This design comes from an exercise in tuning for small area, a short achievable clock period and few clock cycles on the open sky130 flow, not from production work.
In this exercise RTL edits were held to simulation tests only and were not proved equivalent to the original.

==> inputs of job 3474 <==
==> flow/design.v <==
module b62_core (
    input  wire         clk,
    input  wire         rst,       
    input  wire         start,     
    input  wire         dec,       
    input  wire [1:0]   sel,       
    input  wire [5:0]   len,       
    input  wire [343:0] din,
    output reg          ready,
    output reg          done,
    output reg  [1:0]   err,       
    output reg  [5:0]   err_idx,   
    output reg  [5:0]   out_len,
    output wire [343:0] dout
);
    localparam NB = 2;             
    localparam ERR_NONE  = 2'd0;
    localparam ERR_ALPHA = 2'd1;
    localparam ERR_FRAME = 2'd2;
    localparam ERR_OVF   = 2'd3;
    localparam I_IDLE = 0;
    localparam I_ENC  = 1;    
    localparam I_EMAP = 2;    
    localparam I_DMAP = 3;    
    localparam I_HALF = 4;    
    localparam I_CLR  = 5;    
    localparam I_ALGN = 6;    
    localparam [383:0] DIGITS_T = 384'h00000000000000000000000000000000000000000000002baa99e69638a17de75b6995d65534913ce34b2891c6143080;
    localparam [383:0] BYTES_T = 384'h00000000000000000000000000000081f78075c6c06996005d65405134804503c038d3002ca2402071801440c0081000;
    function [7:0] alpha;
        input [1:0] s;
        input [5:0] d;
        reg   [7:0] k;
        begin
            case (s)
                2'd1:    k = (d < 6'd26) ? 8'h41 : (d < 6'd52) ? 8'h47 : 8'hFC;
                2'd2:    k = (d < 6'd10) ? 8'h30 : (d < 6'd36) ? 8'h57 : 8'h1D;
                default: k = (d < 6'd10) ? 8'h30 : (d < 6'd36) ? 8'h37 : 8'h3D;
            endcase
            alpha = k + {2'b00, d};
        end
    endfunction
    function [6:0] sym;
        input [1:0] s;
        input [7:0] c;
        reg         isd, isu, isl;
        reg   [5:0] k;
        reg   [4:0] o;
        begin
            isd = (c[7:4] == 4'h3) && (c[3:0] <= 4'd9);
            isu = (c[7:5] == 3'b010) && (c[4:0] != 5'd0) && (c[4:0] <= 5'd26);
            isl = (c[7:5] == 3'b011) && (c[4:0] != 5'd0) && (c[4:0] <= 5'd26);
            o = isd ? {1'b0, c[3:0]} : c[4:0];
            case (s)
                2'd1:    k = isd ? 6'd52 : isu ? 6'd63 : 6'd25;
                2'd2:    k = isd ? 6'd0  : isu ? 6'd35 : 6'd9;
                default: k = isd ? 6'd0  : isu ? 6'd9  : 6'd35;
            endcase
            sym = (isd | isu | isl) ? {1'b1, k + {1'b0, o}} : 7'd0;
        end
    endfunction
    reg  [6:0]   st;
    reg          dec_r;
    reg  [1:0]   sel_r;
    reg  [5:0]   len_r;       
    reg  [7:0]   cnt;         
    reg  [6:0]   gap;         
    reg  [5:0]   nbyt_r;
    reg  [2:0]   hq;          
    reg  [351:0] r;
    reg  [263:0] dg;          
    reg          bad;         
    reg  [5:0]   bad_idx;
    reg          ovf;
    reg          skip;        
    reg          above;       
    reg          sel_nb;      
    reg          sel_shr;     
    assign dout = r[343:0];
    wire [5:0] ndig = DIGITS_T[6 * len_r +: 6];
    wire [5:0] nbyt = BYTES_T[6 * len_r +: 6];
    integer i, j;
    reg  [343:0] din_rev;
    always @* for (i = 0; i < 344; i = i + 1) din_rev[i] = din[343 - i];
    reg  [NB-1:0] ebits;      
    always @* for (j = 0; j < NB; j = j + 1) ebits[NB-1-j] = above ? 1'b0 : r[96 + j];
    reg  [263:0] dg_dbl;
    reg  [263:0] t;
    reg  [5:0]   d;
    reg          cy, c;
    always @* begin
        t = dg;
        for (j = 0; j < NB; j = j + 1) begin
            cy = ebits[NB-1-j];
            for (i = 0; i < 43; i = i + 1) begin
                d = t[6*i +: 6];
                c = d[5] | (&d[4:0]);
                t[6*i +: 6] = {d[4] ^ (&d[3:0] & c), d[3] ^ (&d[2:0] & c),
                               d[2] ^ (&d[1:0] & c), d[1] ^ (d[0] & c),
                               d[0] ^ c, cy};
                cy = c;
            end
            t[263:258] = 6'd0;
        end
        dg_dbl = t;
    end
    reg  [263:0] dg_half;
    reg  [263:0] h, hn;
    reg  [4:0]   x;
    reg          l;
    reg  [NB-1:0] hbits;
    always @* begin
        h = dg;
        for (j = 0; j < NB; j = j + 1) begin
            hbits[j] = h[0];
            for (i = 0; i < 44; i = i + 1) begin
                x = h[6*i+1 +: 5];
                l = (i < 43) ? h[6*(i+1)] : 1'b0;
                hn[6*i +: 6] = {l & (|x),
                                x[4] ^ (l & ~x[3] & ~x[2] & ~x[1] & ~x[0]),
                                x[3] ^ (l & ~x[2] & ~x[1] & ~x[0]),
                                x[2] ^ (l & ~x[1] & ~x[0]),
                                x[1] ^ (l & ~x[0]),
                                x[0] ^ l};
            end
            h = hn;
        end
        dg_half = h;
    end
    reg  [31:0]  syms;
    reg  [23:0]  digs;
    reg  [3:0]   foreign;
    reg  [6:0]   sv;
    reg  [7:0]   ch;
    always @* begin
        for (j = 0; j < 4; j = j + 1) begin
            syms[8*j +: 8] = (!dec_r && !gap[6] && gap[5:0] > j) ? alpha(sel_r, dg[6*j +: 6]) : 8'd0;
            for (i = 0; i < 8; i = i + 1) ch[i] = r[8*j + 7 - i];
            sv = sym(sel_r, ch);
            if (gap[6] || gap[5:0] <= j) begin
                digs[23-6*j -: 6] = sv[5:0];
                foreign[j]        = !sv[6];
            end else begin
                digs[23-6*j -: 6] = 6'd0;
                foreign[j]        = 1'b0;
            end
        end
    end
    wire [5:0] first_bad = foreign[0] ? 6'd0 - gap[5:0] :
                           foreign[1] ? 6'd1 - gap[5:0] :
                           foreign[2] ? 6'd2 - gap[5:0] :
                                        6'd3 - gap[5:0];
    wire       alpha_err = bad | (|foreign);
    wire       hovf = ({1'b0, cnt[7:3]} >= nbyt_r) && (|hbits);
    wire       last_map = (cnt == 8'd10);
    wire       last_half = (cnt[7:5] == hq) && (cnt[4:0] == 5'd31 - (NB - 1));
    wire [351:0] r_nb = {{NB{1'b0}}, r[351:256 + NB],
                         dec_r ? hbits : r[255 + NB -: NB], r[255:NB]};
    wire [351:0] r_w32 = {syms, r[351:32]};
    reg  [6:0]   st_n;
    reg  [7:0]   cnt_n;
    reg  [6:0]   gap_n;
    reg          fin;         
    reg          skip_n, above_n;
    always @* begin
        st_n  = st;
        cnt_n = cnt;
        gap_n = gap;
        fin   = 1'b0;
        if (st[I_IDLE]) begin
            cnt_n = dec ? 8'd0 : 8'd255;
            gap_n = 7'd44 - {1'b0, len};
            if (start) st_n = dec ? 7'd1 << I_DMAP : 7'd1 << I_ENC;
        end
        if (st[I_ENC]) begin
            if (skip)
                cnt_n = cnt - 8'd32;
            else if (cnt == NB - 1) begin
                cnt_n = 8'd0;
                gap_n = {1'b0, ndig};
                st_n  = 7'd1 << I_EMAP;
            end else
                cnt_n = cnt - NB;
        end
        if (st[I_EMAP] | st[I_DMAP] | st[I_CLR]) begin
            cnt_n = cnt + 8'd1;
            gap_n = gap - 7'd4;
            if (last_map) begin
                if (st[I_DMAP] && !alpha_err && nbyt != 6'd0) begin
                    cnt_n = 8'd0;
                    st_n  = 7'd1 << I_HALF;
                end else begin
                    st_n = 7'd1 << I_IDLE;
                    fin  = 1'b1;
                end
            end
        end
        if (st[I_HALF]) begin
            cnt_n = cnt + NB;
            if (last_half) begin
                if (ovf || hovf || (|dg_half[5:0])) begin
                    cnt_n = 8'd0;
                    st_n  = 7'd1 << I_CLR;
                end else if (hq == 3'd7) begin
                    st_n = 7'd1 << I_IDLE;
                    fin  = 1'b1;
                end else
                    st_n = 7'd1 << I_ALGN;
            end
        end
        if (st[I_ALGN]) begin
            cnt_n = cnt + 8'd32;
            if (cnt[7:5] == 3'd7) begin
                st_n = 7'd1 << I_IDLE;
                fin  = 1'b1;
            end
        end
        if (rst) begin
            st_n = 7'd1 << I_IDLE;
            fin  = 1'b0;
        end
    end
    wire [4:0] cw_32 = cnt[7:3] - 5'd4;
    wire [4:0] cw_nb = (cnt - NB) >> 3;
    always @* begin
        if (st[I_IDLE]) begin
            skip_n  = len <= 6'd28;
            above_n = len <= 6'd31;
        end else if (skip) begin
            skip_n  = {1'b0, cw_32} >= len_r + 6'd3;
            above_n = {1'b0, cw_32} >= len_r;
        end else begin
            skip_n  = {1'b0, cw_nb} >= len_r + 6'd3;
            above_n = {1'b0, cw_nb} >= len_r;
        end
    end
    wire enc_end = !skip && cnt == NB - 1;
    wire sel_nb_n  = (st[I_IDLE] & !dec & !skip_n) | (st[I_ENC] & !enc_end & !skip_n) |
                     (st[I_DMAP] & last_map) | (st[I_HALF] & !last_half);
    wire sel_shr_n = ((st[I_ENC] & enc_end) | st[I_EMAP] | st[I_CLR] | st[I_ALGN] |
                      (st[I_HALF] & last_half)) & !rst;
    always @(posedge clk) begin
        st      <= st_n;
        cnt     <= cnt_n;
        gap     <= gap_n;
        skip    <= skip_n;
        above   <= above_n;
        sel_nb  <= sel_nb_n;
        sel_shr <= sel_shr_n;
        ready   <= st_n[I_IDLE];
        done    <= fin;
        r  <= st[I_IDLE] ? {din_rev, 8'd0} : sel_nb ? r_nb : r_w32;
        dg <= ({264{st[I_ENC]}}  & dg_dbl) |
              ({264{st[I_HALF]}} & dg_half) |
              ({264{st[I_DMAP]}} & {dg[239:0], digs}) |
              ({264{sel_shr}}    & {24'd0, dg[263:24]});
        if (st[I_IDLE]) begin
            dec_r <= dec;
            sel_r <= sel;
            len_r <= len;
        end
        bad <= st[I_DMAP] & alpha_err;
        if (st[I_DMAP] && |foreign && !bad)
            bad_idx <= first_bad;
        ovf <= st[I_HALF] & (ovf | hovf);
        nbyt_r <= nbyt;
        hq     <= (nbyt[4:0] + 5'd3 >> 2) - 3'd1;
        err     <= st[I_DMAP] ? (alpha_err ? ERR_ALPHA : ERR_FRAME) :
                   st[I_CLR]  ? ERR_OVF : ERR_NONE;
        err_idx <= (st[I_DMAP] && alpha_err) ? (bad ? bad_idx : first_bad) : 6'd0;
        out_len <= st[I_EMAP] ? ndig :
                   (st[I_HALF] | st[I_ALGN]) ? nbyt_r : 6'd0;
    end
endmodule
==> flow/run.sh <==
#!/bin/bash
# synth_recipe.tcl (not shown) runs the flow's synth.tcl, then flattens the netlist and writes it again
# the make line also repeats each setting of config.mk as NAME=value (left out here)
make -C /OpenROAD-flow-scripts/flow DESIGN_CONFIG=/design/flow/config.mk WORK_HOME=/design/flow/orfs CLKGATE_MAP_FILE= SYNTH_SCRIPT=/design/flow/synth_recipe.tcl finish
==> flow/config.mk <==
export PLATFORM = sky130hd
export DESIGN_NAME = b62_core
export DESIGN_NICKNAME = b62_core
export VERILOG_FILES = /design/flow/design.v
export SDC_FILE = /design/flow/constraint.sdc
export NUM_CORES = 4
export LEC_CHECK = 0
export ABC_AREA = 1
export CAP_MARGIN = 20
export CORE_MARGIN = 2
export CORE_UTILIZATION = 55
export SETUP_SLACK_MARGIN = 2.5
export SLEW_MARGIN = 20
==> flow/constraint.sdc <==
create_clock -name core_clock -period 5.5 [get_ports {clk}]
set_input_delay 1.1000 -clock core_clock [delete_from_list [all_inputs] [get_ports {clk}]]
set_output_delay 1.1000 -clock core_clock [all_outputs]
set_load 0.01 [all_outputs]
==> job 6923: changes against job 3474 <==
SETUP_SLACK_MARGIN = default   (was 2.5)
==> job 7910: changes against job 3474 <==
--- a/flow/design.v
+++ b/flow/design.v
@@ -30,14 +30,17 @@
     function [7:0] alpha;
         input [1:0] s;
         input [5:0] d;
-        reg   [7:0] k;
+        reg         lt10, lt26, lt36, lt52;
         begin
+            lt10 = d < 6'd10;
+            lt26 = d < 6'd26;
+            lt36 = d < 6'd36;
+            lt52 = d < 6'd52;
             case (s)
-                2'd1:    k = (d < 6'd26) ? 8'h41 : (d < 6'd52) ? 8'h47 : 8'hFC;
-                2'd2:    k = (d < 6'd10) ? 8'h30 : (d < 6'd36) ? 8'h57 : 8'h1D;
-                default: k = (d < 6'd10) ? 8'h30 : (d < 6'd36) ? 8'h37 : 8'h3D;
+                2'd1:    alpha = lt26 ? {2'b00, d} + 8'h41 : lt52 ? {2'b00, d} + 8'h47 : {2'b00, d} - 8'h04;
+                2'd2:    alpha = lt10 ? {2'b00, d} + 8'h30 : lt36 ? {2'b00, d} + 8'h57 : {2'b00, d} + 8'h1D;
+                default: alpha = lt10 ? {2'b00, d} + 8'h30 : lt36 ? {2'b00, d} + 8'h37 : {2'b00, d} + 8'h3D;
             endcase
-            alpha = k + {2'b00, d};
         end
     endfunction
     function [6:0] sym;
@@ -61,14 +64,15 @@
     endfunction
     reg  [6:0]   st;
     reg          dec_r;
-    reg  [1:0]   sel_r;
+    reg          sel1_r;      
+    reg          sel2_r;      
     reg  [5:0]   len_r;       
     reg  [7:0]   cnt;         
     reg  [6:0]   gap;         
     reg  [5:0]   nbyt_r;
     reg  [2:0]   hq;          
     reg  [351:0] r;
-    reg  [263:0] dg;          
+    reg  [257:0] dg;          
     reg          bad;         
     reg  [5:0]   bad_idx;
     reg          ovf;
@@ -84,8 +88,8 @@
     always @* for (i = 0; i < 344; i = i + 1) din_rev[i] = din[343 - i];
     reg  [NB-1:0] ebits;      
     always @* for (j = 0; j < NB; j = j + 1) ebits[NB-1-j] = above ? 1'b0 : r[96 + j];
-    reg  [263:0] dg_dbl;
-    reg  [263:0] t;
+    reg  [257:0] dg_dbl;
+    reg  [257:0] t;
     reg  [5:0]   d;
     reg          cy, c;
     always @* begin
@@ -100,12 +104,11 @@
                                d[0] ^ c, cy};
                 cy = c;
             end
-            t[263:258] = 6'd0;
         end
         dg_dbl = t;
     end
-    reg  [263:0] dg_half;
-    reg  [263:0] h, hn;
+    reg  [257:0] dg_half;
+    reg  [257:0] h, hn;
     reg  [4:0]   x;
     reg          l;
     reg  [NB-1:0] hbits;
@@ -113,9 +116,9 @@
         h = dg;
         for (j = 0; j < NB; j = j + 1) begin
             hbits[j] = h[0];
-            for (i = 0; i < 44; i = i + 1) begin
+            for (i = 0; i < 43; i = i + 1) begin
                 x = h[6*i+1 +: 5];
-                l = (i < 43) ? h[6*(i+1)] : 1'b0;
+                l = (i < 42) ? h[6*(i+1)] : 1'b0;
                 hn[6*i +: 6] = {l & (|x),
                                 x[4] ^ (l & ~x[3] & ~x[2] & ~x[1] & ~x[0]),
                                 x[3] ^ (l & ~x[2] & ~x[1] & ~x[0]),
@@ -134,9 +137,9 @@
     reg  [7:0]   ch;
     always @* begin
         for (j = 0; j < 4; j = j + 1) begin
-            syms[8*j +: 8] = (!dec_r && !gap[6] && gap[5:0] > j) ? alpha(sel_r, dg[6*j +: 6]) : 8'd0;
+            syms[8*j +: 8] = (!dec_r && !gap[6] && gap[5:0] > j) ? alpha({sel2_r, sel1_r}, dg[6*j +: 6]) : 8'd0;
             for (i = 0; i < 8; i = i + 1) ch[i] = r[8*j + 7 - i];
-            sv = sym(sel_r, ch);
+            sv = sym({sel2_r, sel1_r}, ch);
             if (gap[6] || gap[5:0] <= j) begin
                 digs[23-6*j -: 6] = sv[5:0];
                 foreign[j]        = !sv[6];
@@ -250,13 +253,14 @@
         ready   <= st_n[I_IDLE];
         done    <= fin;
         r  <= st[I_IDLE] ? {din_rev, 8'd0} : sel_nb ? r_nb : r_w32;
-        dg <= ({264{st[I_ENC]}}  & dg_dbl) |
-              ({264{st[I_HALF]}} & dg_half) |
-              ({264{st[I_DMAP]}} & {dg[239:0], digs}) |
-              ({264{sel_shr}}    & {24'd0, dg[263:24]});
+        dg <= ({258{st[I_ENC]}}  & dg_dbl) |
+              ({258{st[I_HALF]}} & dg_half) |
+              ({258{st[I_DMAP]}} & {dg[233:0], digs}) |
+              ({258{sel_shr}}    & {24'd0, dg[257:24]});
         if (st[I_IDLE]) begin
             dec_r <= dec;
-            sel_r <= sel;
+            sel1_r <= sel == 2'd1;
+            sel2_r <= sel == 2'd2;
             len_r <= len;
         end
         bad <= st[I_DMAP] & alpha_err;
==> flow/flow/run.sh (new file) <==
#!/bin/bash
# The standard layout, with one change: the port buffers that global
# placement inserts on every input and output are sky130_fd_sc_hd__buf_1
# cells instead of the flow's default pick (clkdlybuf4s50_1, a delay cell).
# standard.sh's full output goes to standard.log in the work folder.
set -o pipefail
export BUFFER_PORTS_ARGS="-buffer_cell sky130_fd_sc_hd__buf_1"
bash standard.sh > standard.log 2>&1
==> flow/standard.sh (new file) <==
#!/bin/bash
# synth_recipe.tcl (not shown) runs the flow's synth.tcl, then flattens the netlist and writes it again
# the make line also repeats each setting of config.mk as NAME=value (left out here)
make -C /OpenROAD-flow-scripts/flow DESIGN_CONFIG=/design/flow/config.mk WORK_HOME=/design/flow/orfs CLKGATE_MAP_FILE= SYNTH_SCRIPT=/design/flow/synth_recipe.tcl "${@:-finish}"
SETUP_SLACK_MARGIN = 2.75   (was 2.5)
removed: flow/run.sh
==> impl_metrics.tcl <==
set metrics [dict create \
    fin_area_mm2 0.0577 \
    antenna_found_initial 32 \
    hold_end "dg[261]" \
    ir_worst_vdd_mv 0.270 \
    p_clk_mw 5.96 \
    status "timing/DRC/antenna clean" \
    critPathTopFamily "compound AO/OA/AOI/OAI gates" \
]
the above is filed under job 6923

==> impl_metrics.tcl <==
set metrics [dict create \
    hold_end "dg[259]" \
    wl_met3_um 23900 \
    status "timing/DRC/antenna clean" \
    ir_worst_vdd_mv 0.247 \
    ff_latch_area_mm2 0.0140 \
    fin_area_mm2 0.0583 \
    critPathTopFamily "buffers and inverters" \
    p_clk_mw 5.61 \
    power.switching_mw 5.00 \
]
the above is filed under job 3474

==> impl_metrics.tcl <==
set metrics [dict create \
    status "timing/DRC/antenna clean" \
    critPathTopFamily "flip-flops" \
    antenna_found_initial 13 \
    synthAdderAreaFrac_pct 7.45 \
    rrSetupSlack_ns 2.74 \
    hold_viol_final 0 \
    power_leader "the clock network" \
    fin_area_mm2 0.0564 \
    hold_end "r[314]" \
    taps 1243 \
]
the above is filed under job 7910

Testbench counts of job 3474, summed over its fixed seeds: cycles 404,470.
Testbench counts of job 6923, summed over its fixed seeds: cycles 404,470.
Testbench counts of job 7910, summed over its fixed seeds: cycles 404,470.

## what the ideal ports hide
No port has a modelled driver above. Below, the same layouts with a new extraction and two added sets of constraints.
Step 1, drivers: a clkbuf_16 drives clk and a buf_2 each remaining input, both assumed.
Step 2 also shifts input and output timing later by t, the mid clock arrival at the registers, as if the neighbouring blocks saw the same clock.
Three values: no drivers, after step 1, after step 2; two values: the first two.
| run | shift t [ns] | slack for setup (ns) | worst slew at a driven data input, ns |
|---|---|---|---|
| job 3474 | 0.728 | 2.463 / 2.391 / 2.490 | 0.22 |
| job 6923 | 0.750 | 1.751 / 1.751 / 1.751 | 0.19 |
| job 7910 | 0.754 | 2.723 / 2.650 / 2.741 | 0.20 |
After both steps setup and hold are still met in every run listed.
